From an optimization exercise on the open Yosys and OpenROAD flow, aimed at small area; shortcuts taken in it are not production practice.
The RTL was checked by simulation tests, not by an equivalence proof against the original design.

==> build 79: inputs <==
==> flow/design.v <==
module pdock_cur64 (
    input  wire [31:0] f,        
    input  wire [31:0] r,        
    input  wire [3:0]  h,        
    input  wire [1:0]  c,        
    input  wire [4:0]  j,        
    input  wire        l28,      
    output wire [31:0] r_load,   
    output wire        p,        
    output wire [1:0]  c_next,
    output wire        stop,     
    output wire        stop28,   
    output wire [31:0] hi,
    output wire [7:0]  lo
);
  wire        sgn  = f[31];
  wire [7:0]  ex   = f[30:23];
  wire [22:0] frac = f[22:0];
  wire sub  = (ex == 8'd0);
  wire spec = (ex == 8'hFF);
  wire fnz  = (frac != 23'd0);
  wire zero = sub & ~fnz;
  reg [4:0] lead;
  integer i;
  always @(*) begin
    lead = 5'd0;
    for (i = 0; i < 23; i = i + 1)
      if (frac[i]) lead = i[4:0];
    if (!sub) lead = 5'd23;
  end
  assign r_load = {8'd0, ~sub, frac};
  wire [2:0] s = {2'b00, r[0]} + {2'b00, h[2]} + {2'b00, h[3]} + {1'b0, c};
  assign p      = s[0];
  assign c_next = s[2:1];
  assign stop28 = (j == lead + 5'd5);
  assign stop   = stop28 | ((j == lead + 5'd4) & (s[2:1] == 2'd0));
  wire [10:0] e64 = {6'd0, lead} + 11'd878 + {10'd0, l28} + (sub ? 11'd1 : {3'd0, ex});
  assign hi = spec ? {sgn, 11'h7FF, fnz, frac[21:3]} :
              zero ? {sgn, 31'd0} : {sgn, e64, r[30:11]};
  assign lo = spec ? {frac[2:0], 5'd0} : zero ? 8'd0 : r[10:3];
endmodule
module pdock_core (
    input  wire        clk,
    input  wire        rst,
    input  wire        cmd_valid,
    output wire        cmd_ready,
    input  wire [7:0]  cmd_op,
    input  wire [15:0] cmd_len,
    input  wire [31:0] cmd_ts,
    input  wire [31:0] cmd_detail,
    input  wire        w_valid,
    output wire        w_ready,
    input  wire [15:0] w_data,
    output wire        ev_valid,
    input  wire        ev_ready,
    output wire [31:0] ev_data,
    output wire        ev_last,
    output wire        err_valid,
    input  wire        err_ready,
    output wire [31:0] err_data,
    output wire        err_last,
    input  wire [5:0]  rd_addr,
    output wire [31:0] rd_data
);
  localparam [2:0] S_CLR   = 3'd0;
  localparam [2:0] S_IDLE  = 3'd1;
  localparam [2:0] S_WORDS = 3'd2;
  localparam [2:0] S_EVENT = 3'd3;
  localparam [2:0] S_ERROR = 3'd4;
  reg [2:0]  state;
  reg [15:0] lo [0:14];
  reg [15:0] hi [0:14];
  reg [3:0]  c;
  reg [31:0] r;
  wire [15:0] cnt = r[15:0];
  reg [31:0] ts_q;        
  reg        l29;         
  reg        is_cyc;      
  reg        wacc;        
  reg [2:0]  prev_status;
  reg        prev_weld;
  reg        tel_valid;
  reg [1:0]  err_kind;
  reg [1:0]  err_reason;
  reg [1:0]  ev_count;
  reg        sc_pend;
  reg        wc_pend;
  reg [4:0]  widx;        
  localparam [1:0] CV_DONE = 2'd0;
  localparam [1:0] CV_LOAD = 2'd1;
  localparam [1:0] CV_STEP = 2'd2;
  reg [1:0]  cvs;
  reg [4:0]  cj;
  reg [3:0]  ch;
  reg [1:0]  cc;
  reg        cl28;
  integer k;
  wire clr     = (state == S_CLR);
  wire idle    = (state == S_IDLE);
  wire words   = (state == S_WORDS);
  wire emit_ev = (state == S_EVENT);
  wire emit_er = (state == S_ERROR);
  wire cnt_zero = (cnt == 16'd0);
  wire [3:0] wslot   = (cnt[4:0] >= 5'd15) ? (5'd29 - cnt[4:0]) : (5'd14 - cnt[4:0]);
  wire       aligned = (wslot == c);
  assign cmd_ready = idle;
  assign w_ready   = words & ~cnt_zero & (~l29 | aligned);
  wire cmd_fire = cmd_valid & idle;
  wire w_fire   = w_valid & w_ready;
  wire       op_legal = (cmd_op[7:3] == 5'd0) && (cmd_op[2:0] <= 3'd4);
  wire [2:0] op       = cmd_op[2:0];
  wire done_words = words & cnt_zero;
  wire commit     = done_words & l29 & is_cyc;      
  wire wr_lo = w_fire & l29 & cnt[0];                
  wire wr_hi = w_fire & l29 & ~cnt[0];               
  wire [15:0] lo_in = wr_lo ? w_data : (clr ? 16'd0 : lo[14]);
  wire [15:0] hi_in = wr_hi  ? w_data :
                      commit ? {lo[0][7:0], lo[0][15:8]} :
                      clr    ? 16'd0 : hi[14];
  always @(posedge clk) begin
    lo[0] <= lo_in;
    hi[0] <= hi_in;
    for (k = 1; k < 15; k = k + 1) begin
      lo[k] <= lo[k-1];
      hi[k] <= hi[k-1];
    end
  end
  always @(posedge clk) begin
    if (rst || c == 4'd14) c <= 4'd0;
    else                   c <= c + 4'd1;
  end
  wire [31:0] wf = {w_data[7:0], w_data[15:8], lo[0][7:0], lo[0][15:8]};
  wire wf_in = ~wf[31] && (wf[30:0] >= 31'h3F19999A) && (wf[30:0] <= 31'h7F800000);
  wire wf_at = (cnt[4:0] == 5'd28) | (cnt[4:0] == 5'd26) |
               (cnt[4:0] == 5'd24) | (cnt[4:0] == 5'd22);
  wire [7:0] d5 = lo[2][15:8];
  wire [7:0] d6 = hi[1][7:0];
  wire [7:0] d7 = hi[1][15:8];
  reg  [2:0] new_status;
  always @(*) begin
    if      (d6 == 8'd2) new_status = 3'd3;
    else if (d6 == 8'd1) new_status = 3'd4;
    else if (d5 == 8'd2) new_status = 3'd1;
    else if (d5 == 8'd1) new_status = 3'd2;
    else if (d7 != 8'd0) new_status = 3'd5;
    else if (d5 == 8'd0 && d6 == 8'd0) new_status = 3'd0;
    else new_status = prev_status;
  end
  wire new_sc = (new_status != prev_status);
  wire new_wc = (wacc != prev_weld);
  wire [1:0] er_end = (err_kind == 2'd1) ? 2'd2 : ((err_kind == 2'd2 && is_cyc) ? 2'd1 : 2'd0);
  wire ev_end = (widx == 5'd13) | (widx == 5'd15) | (widx == 5'd17);
  wire er_end_hit = (widx[1:0] == er_end);
  wire last = emit_er ? er_end_hit : ev_end;
  always @(posedge clk) begin
    if (rst || (cmd_fire && op_legal && op == 3'd1)) begin
      state       <= S_CLR;
      r[15:0]     <= 16'd14;
      prev_status <= 3'd0;
      prev_weld   <= 1'b0;
      tel_valid   <= 1'b0;
      err_kind    <= 2'd0;
      err_reason  <= 2'd0;
      ev_count    <= 2'd0;
    end else begin
      case (state)
        S_CLR: begin
          r[15:0] <= cnt - 16'd1;
          if (cnt_zero) state <= S_IDLE;
        end
        S_IDLE: begin
          widx <= 5'd0;
          cvs  <= CV_DONE;
          if (cmd_valid) begin
            ts_q   <= op_legal ? cmd_ts : {cmd_ts[31:8], cmd_op};
            r      <= {cmd_detail[31:16], (op == 3'd3) ? cmd_detail[15:0] : cmd_len};
            is_cyc <= (op == 3'd2);
            l29    <= (cmd_len == 16'd29);
            wacc   <= 1'b0;
            if (!op_legal) begin
              err_kind   <= 2'd3;
              err_reason <= 2'd0;
              ev_count   <= 2'd0;
              state      <= S_ERROR;
            end else if (op == 3'd3) begin
              tel_valid  <= 1'b0;
              err_kind   <= 2'd1;
              err_reason <= 2'd0;
              ev_count   <= 2'd0;
              state      <= S_ERROR;
            end else if (op == 3'd2 || op == 3'd4) begin
              tel_valid  <= (cmd_len == 16'd29);
              err_kind   <= (cmd_len == 16'd29) ? 2'd0 : 2'd2;
              err_reason <= (cmd_len == 16'd29) ? 2'd0 : ((cmd_len < 16'd29) ? 2'd1 : 2'd2);
              ev_count   <= 2'd0;
              state      <= S_WORDS;
            end
          end
        end
        S_WORDS: begin
          if (w_fire) begin
            r[15:0] <= cnt - 16'd1;
            if (l29 && wf_at && wf_in) wacc <= 1'b1;
          end
          if (cnt_zero) begin
            if (!l29) state <= S_ERROR;
            else if (is_cyc) begin
              prev_status <= new_status;
              prev_weld   <= wacc;
              sc_pend     <= new_sc;
              wc_pend     <= new_wc;
              ev_count    <= 2'd1 + {1'b0, new_sc} + {1'b0, new_wc};
              state       <= S_EVENT;
            end else
              state <= S_IDLE;
          end
        end
        S_EVENT: begin
          if (cvs == CV_LOAD) begin
            r   <= cv_r_load;
            cj  <= 5'd0;
            ch  <= 4'd0;
            cc  <= 2'd0;
            cvs <= CV_STEP;
          end else if (cvs == CV_STEP) begin
            r   <= {cv_p, r[31:1]};
            ch  <= {ch[2:0], r[0]};
            cc  <= cv_c_next;
            cj  <= cj + 5'd1;
            cl28 <= cv_stop28;
            if (cv_stop) cvs <= CV_DONE;
          end else if (ev_ready) begin
            if (widx == 5'd4 || widx == 5'd6 || widx == 5'd8 || widx == 5'd10) begin
              widx <= widx + 5'd1;
              cvs  <= CV_LOAD;
            end else if (widx == 5'd13) begin
              if (sc_pend)      widx <= 5'd14;
              else if (wc_pend) widx <= 5'd16;
              else              state <= S_IDLE;
            end else if (widx == 5'd15) begin
              if (wc_pend) widx <= 5'd16;
              else         state <= S_IDLE;
            end else if (widx == 5'd17) begin
              state <= S_IDLE;
            end else
              widx <= widx + 5'd1;
          end
        end
        S_ERROR: begin
          if (err_ready) begin
            if (er_end_hit) state <= S_IDLE;
            else            widx <= widx + 5'd1;
          end
        end
        default: state <= S_CLR;
      endcase
    end
  end
  reg [3:0] fsel;
  always @(*) begin
    if (emit_ev) begin
      if (widx == 5'd0 || widx >= 5'd13) fsel = 4'd14;
      else if (widx <= 5'd4)             fsel = widx[3:0] + 4'd7;
      else                               fsel = {2'b00, widx[2:1] - 2'd2 - {1'b0, ~widx[0]}};
    end else if (rd_addr[5])
      fsel = rd_addr[3] ? 4'd14 : {3'b110, rd_addr[2]};
    else
      fsel = rd_addr[4] ? rd_addr[3:0] : 4'd14;
  end
  wire [5:0] pd = {2'd0, c} + 6'd29 - {1'b0, fsel, 1'b0};       
  wire [5:0] pm = (pd >= 6'd30) ? (pd - 6'd30) : (pd >= 6'd15) ? (pd - 6'd15) : pd;
  wire [3:0] b  = pm[3:0];
  reg [15:0] lw, hw;
  always @(*) begin
    lw = 16'd0;
    hw = 16'd0;
    for (k = 0; k < 15; k = k + 1)
      if (b == k[3:0]) begin
        lw = lo[k];
        hw = hi[(k + 14) % 15];
      end
  end
  wire [31:0] tf = {hw[7:0], hw[15:8], lw[7:0], lw[15:8]};
  wire [31:0] cur_hi;
  wire [7:0]  cur_lo;
  wire [31:0] cv_r_load;
  wire        cv_p, cv_stop, cv_stop28;
  wire [1:0]  cv_c_next;
  pdock_cur64 u_cur (.f(tf), .r(r), .h(ch), .c(cc), .j(cj), .l28(cl28),
                     .r_load(cv_r_load), .p(cv_p), .c_next(cv_c_next),
                     .stop(cv_stop), .stop28(cv_stop28), .hi(cur_hi), .lo(cur_lo));
  wire [15:0] last_addr = tf[31:16];    
  reg [31:0] ow;
  always @(*) begin
    ow = 32'd0;
    if (emit_ev) begin
      if (widx == 5'd0)       ow = {last_addr, 10'd0, prev_weld, prev_status, 2'd0};
      else if (widx <= 5'd4)  ow = tf;
      else if (widx <= 5'd12) ow = widx[0] ? cur_hi : {cur_lo, 24'd0};
      else if (widx == 5'd14) ow = {last_addr, 10'd0, 1'b0, prev_status, 2'd1};
      else if (widx == 5'd16) ow = {last_addr, 10'd0, prev_weld, 3'd0, 2'd2};
      else                    ow = ts_q;
    end else if (emit_er) begin
      case (widx[1:0])
        2'd0: ow = {14'd0, err_kind == 2'd1, err_kind == 2'd1 || (err_kind == 2'd2 && is_cyc),
                    (err_kind == 2'd3) ? ts_q[7:0] :
                    (err_kind == 2'd1) ? 8'd3 : (is_cyc ? 8'd2 : 8'd4),
                    3'd0, err_reason, 1'b0, err_kind};
        2'd1: ow = ts_q;
        default: ow = r;
      endcase
    end else begin
      case (rd_addr)
        6'h00: ow = 32'h1D01080C;
        6'h01: ow = {last_addr, 12'd0, prev_weld, prev_status};
        6'h02: ow = {24'd0, ev_count, tel_valid, err_reason, 1'b0, err_kind};
        6'h10, 6'h11, 6'h12, 6'h13, 6'h14, 6'h15,
        6'h16, 6'h17, 6'h18, 6'h19, 6'h1A, 6'h1B: ow = tf;
        6'h20, 6'h24: ow = {24'd0, tf[15:8]};
        6'h21, 6'h25: ow = {24'd0, tf[7:0]};
        6'h22, 6'h26: ow = {24'd0, tf[31:24]};
        6'h23, 6'h27: ow = {24'd0, tf[23:16]};
        6'h28: ow = {16'd0, tf[7:0], tf[15:8]};
        default: ow = 32'd0;
      endcase
    end
  end
  assign rd_data   = ow;
  assign ev_data   = ow;
  assign err_data  = ow;
  assign ev_valid  = emit_ev & (cvs == CV_DONE);
  assign err_valid = emit_er;
  assign ev_last   = last;
  assign err_last  = last;
endmodule
==> flow/run.sh <==
#!/bin/bash
# synth_recipe.tcl (not shown) runs the flow's synth.tcl, then flattens the netlist and writes it again
# the make line also repeats each setting of config.mk as NAME=value (left out here)
make -C /OpenROAD-flow-scripts/flow DESIGN_CONFIG=/design/flow/config.mk WORK_HOME=/design/flow/orfs CLKGATE_MAP_FILE= SYNTH_SCRIPT=/design/flow/synth_recipe.tcl finish
==> flow/config.mk <==
export PLATFORM = sky130hd
export DESIGN_NAME = pdock_core
export DESIGN_NICKNAME = pdock_core
export VERILOG_FILES = /design/flow/design.v
export SDC_FILE = /design/flow/constraint.sdc
export NUM_CORES = 4
export LEC_CHECK = 0
export ABC_AREA = 1
export CAP_MARGIN = 20
export CORE_MARGIN = 2
export CORE_UTILIZATION = 50
export CTS_BUF_LIST = sky130_fd_sc_hd__clkbuf_4
export CTS_CLUSTER_SIZE = 20
export GPL_TIMING_DRIVEN = 0
export SLEW_MARGIN = 20
==> flow/constraint.sdc <==
create_clock -name core_clock -period 15.0 [get_ports {clk}]
set_input_delay 3.0000 -clock core_clock [delete_from_list [all_inputs] [get_ports {clk}]]
set_output_delay 3.0000 -clock core_clock [all_outputs]
set_load 0.01 [all_outputs]
==> inputs of build 44, as changes to build 79 <==
--- a/flow/config.mk
+++ b/flow/config.mk
@@ -7,8 +7,6 @@
 export LEC_CHECK = 0
-export ABC_AREA = 1
 export CAP_MARGIN = 20
 export CORE_MARGIN = 2
-export CORE_UTILIZATION = 50
-export CTS_BUF_LIST = sky130_fd_sc_hd__clkbuf_4
-export CTS_CLUSTER_SIZE = 20
+export CORE_UTILIZATION = 40
+export CTS_BUF_LIST = sky130_fd_sc_hd__clkbuf_8
 export GPL_TIMING_DRIVEN = 0
==> inputs of build 37, as changes to build 79 <==
==> flow/config.mk (replaced) <==
export PLATFORM = sky130hd
export DESIGN_NAME = pdock_core
export DESIGN_NICKNAME = pdock_core
export VERILOG_FILES = /design/flow/design.v
export SDC_FILE = /design/flow/constraint.sdc
export NUM_CORES = 4
export LEC_CHECK = 0
export CAP_MARGIN = 20
export CORE_MARGIN = 2
export CORE_UTILIZATION = 30
export SLEW_MARGIN = 20
==> impl_metrics.ini <==
[setup_path]
critPathBufInv = 8
r2r_slack_ns = 4.99

[routing]
first_pass_iters = 10
via_per_inst = 6.53

[yosys]
synth-xor-area-share = 0.0130
postSynthAreaPerCell_um2 = 9.31
synth_top_family_by_area = compound AO/OA/AOI/OAI gates

[floorplanning]
core_area_mm2 = 0.0673
start_util = 0.404

[global_routing]
grt.met2_usage = 0.654

[status]
outcome = complete, no violations

[pwr]
combinationalPowerShare = 0.532

[place]
place_area_mm2 = 0.0307

[final_layout]
finish.instance_area_mm2 = 0.0355
That was build 44.
==> impl_metrics.ini <==
[status]
outcome = complete, no violations

[floorplanning]
core_area_mm2 = 0.0899
start_util = 0.302

[yosys]
synth_top_family_by_area = compound AO/OA/AOI/OAI gates
postSynthAreaPerCell_um2 = 9.31

[pwr]
combinationalPowerShare = 0.513

[final_layout]
finish.instance_area_mm2 = 0.0357

[routing]
via_per_inst = 5.94
first_pass_iters = 6
avgRoutedWirePerCell_um = 28.3

[setup_path]
critPathArrivalTime_ns = 11.66
r2r_slack_ns = 5.88
critPathBufInv = 14

[place]
place_area_mm2 = 0.0329
That was build 37.
==> impl_metrics.ini <==
[status]
outcome = complete, no violations

[setup_path]
critPathBufInv = 18
r2r_slack_ns = 5.43

[routing]
first_pass_iters = 10

[floorplanning]
start_util = 0.509
core_area_mm2 = 0.0492

[yosys]
synth-xor-area-share = 0.00975
postSynthAreaPerCell_um2 = 8.24
synth_top_family_by_area = simple AND/OR/NAND/NOR gates

[pwr]
combinationalPowerShare = 0.522
That was build 79.

-- re-timing with driven ports --
No port has a modelled driver above. Below, the same layouts with a new extraction and two added sets of constraints.
Step 1 assumes that a clkbuf_16 drives the clock port and a buf_2 every other input.
Step 2 adds t to the input delays and takes it off the output delays; t is the mean of the earliest and latest rising clock arrival at the registers after step 1. Input paths then give back, and output paths get back, about the clock's delay inside the block.
Three values: no drivers, after step 1, after step 2; two values: the first two.
run	t (ns)	setup WS [ns]	latest minus earliest clock arrival (ns)	worst register clock-pin slew, ns	pins driven straight from the clock port
build 79	1.017	0.281 / 0.248 / 0.248	0.055 / 0.054	0.07 / 0.07	1
build 44	0.801	0.224 / 0.173 / 0.173	0.066 / 0.066	0.08 / 0.08	1
build 37	0.723	0.337 / 0.312 / 0.312	0.052 / 0.052	0.07 / 0.07	1
After both steps every run listed still meets setup and hold. The setup slack of build 44, which loses most, moves by -0.051 ns with the drivers and by -0.051 ns with both steps.
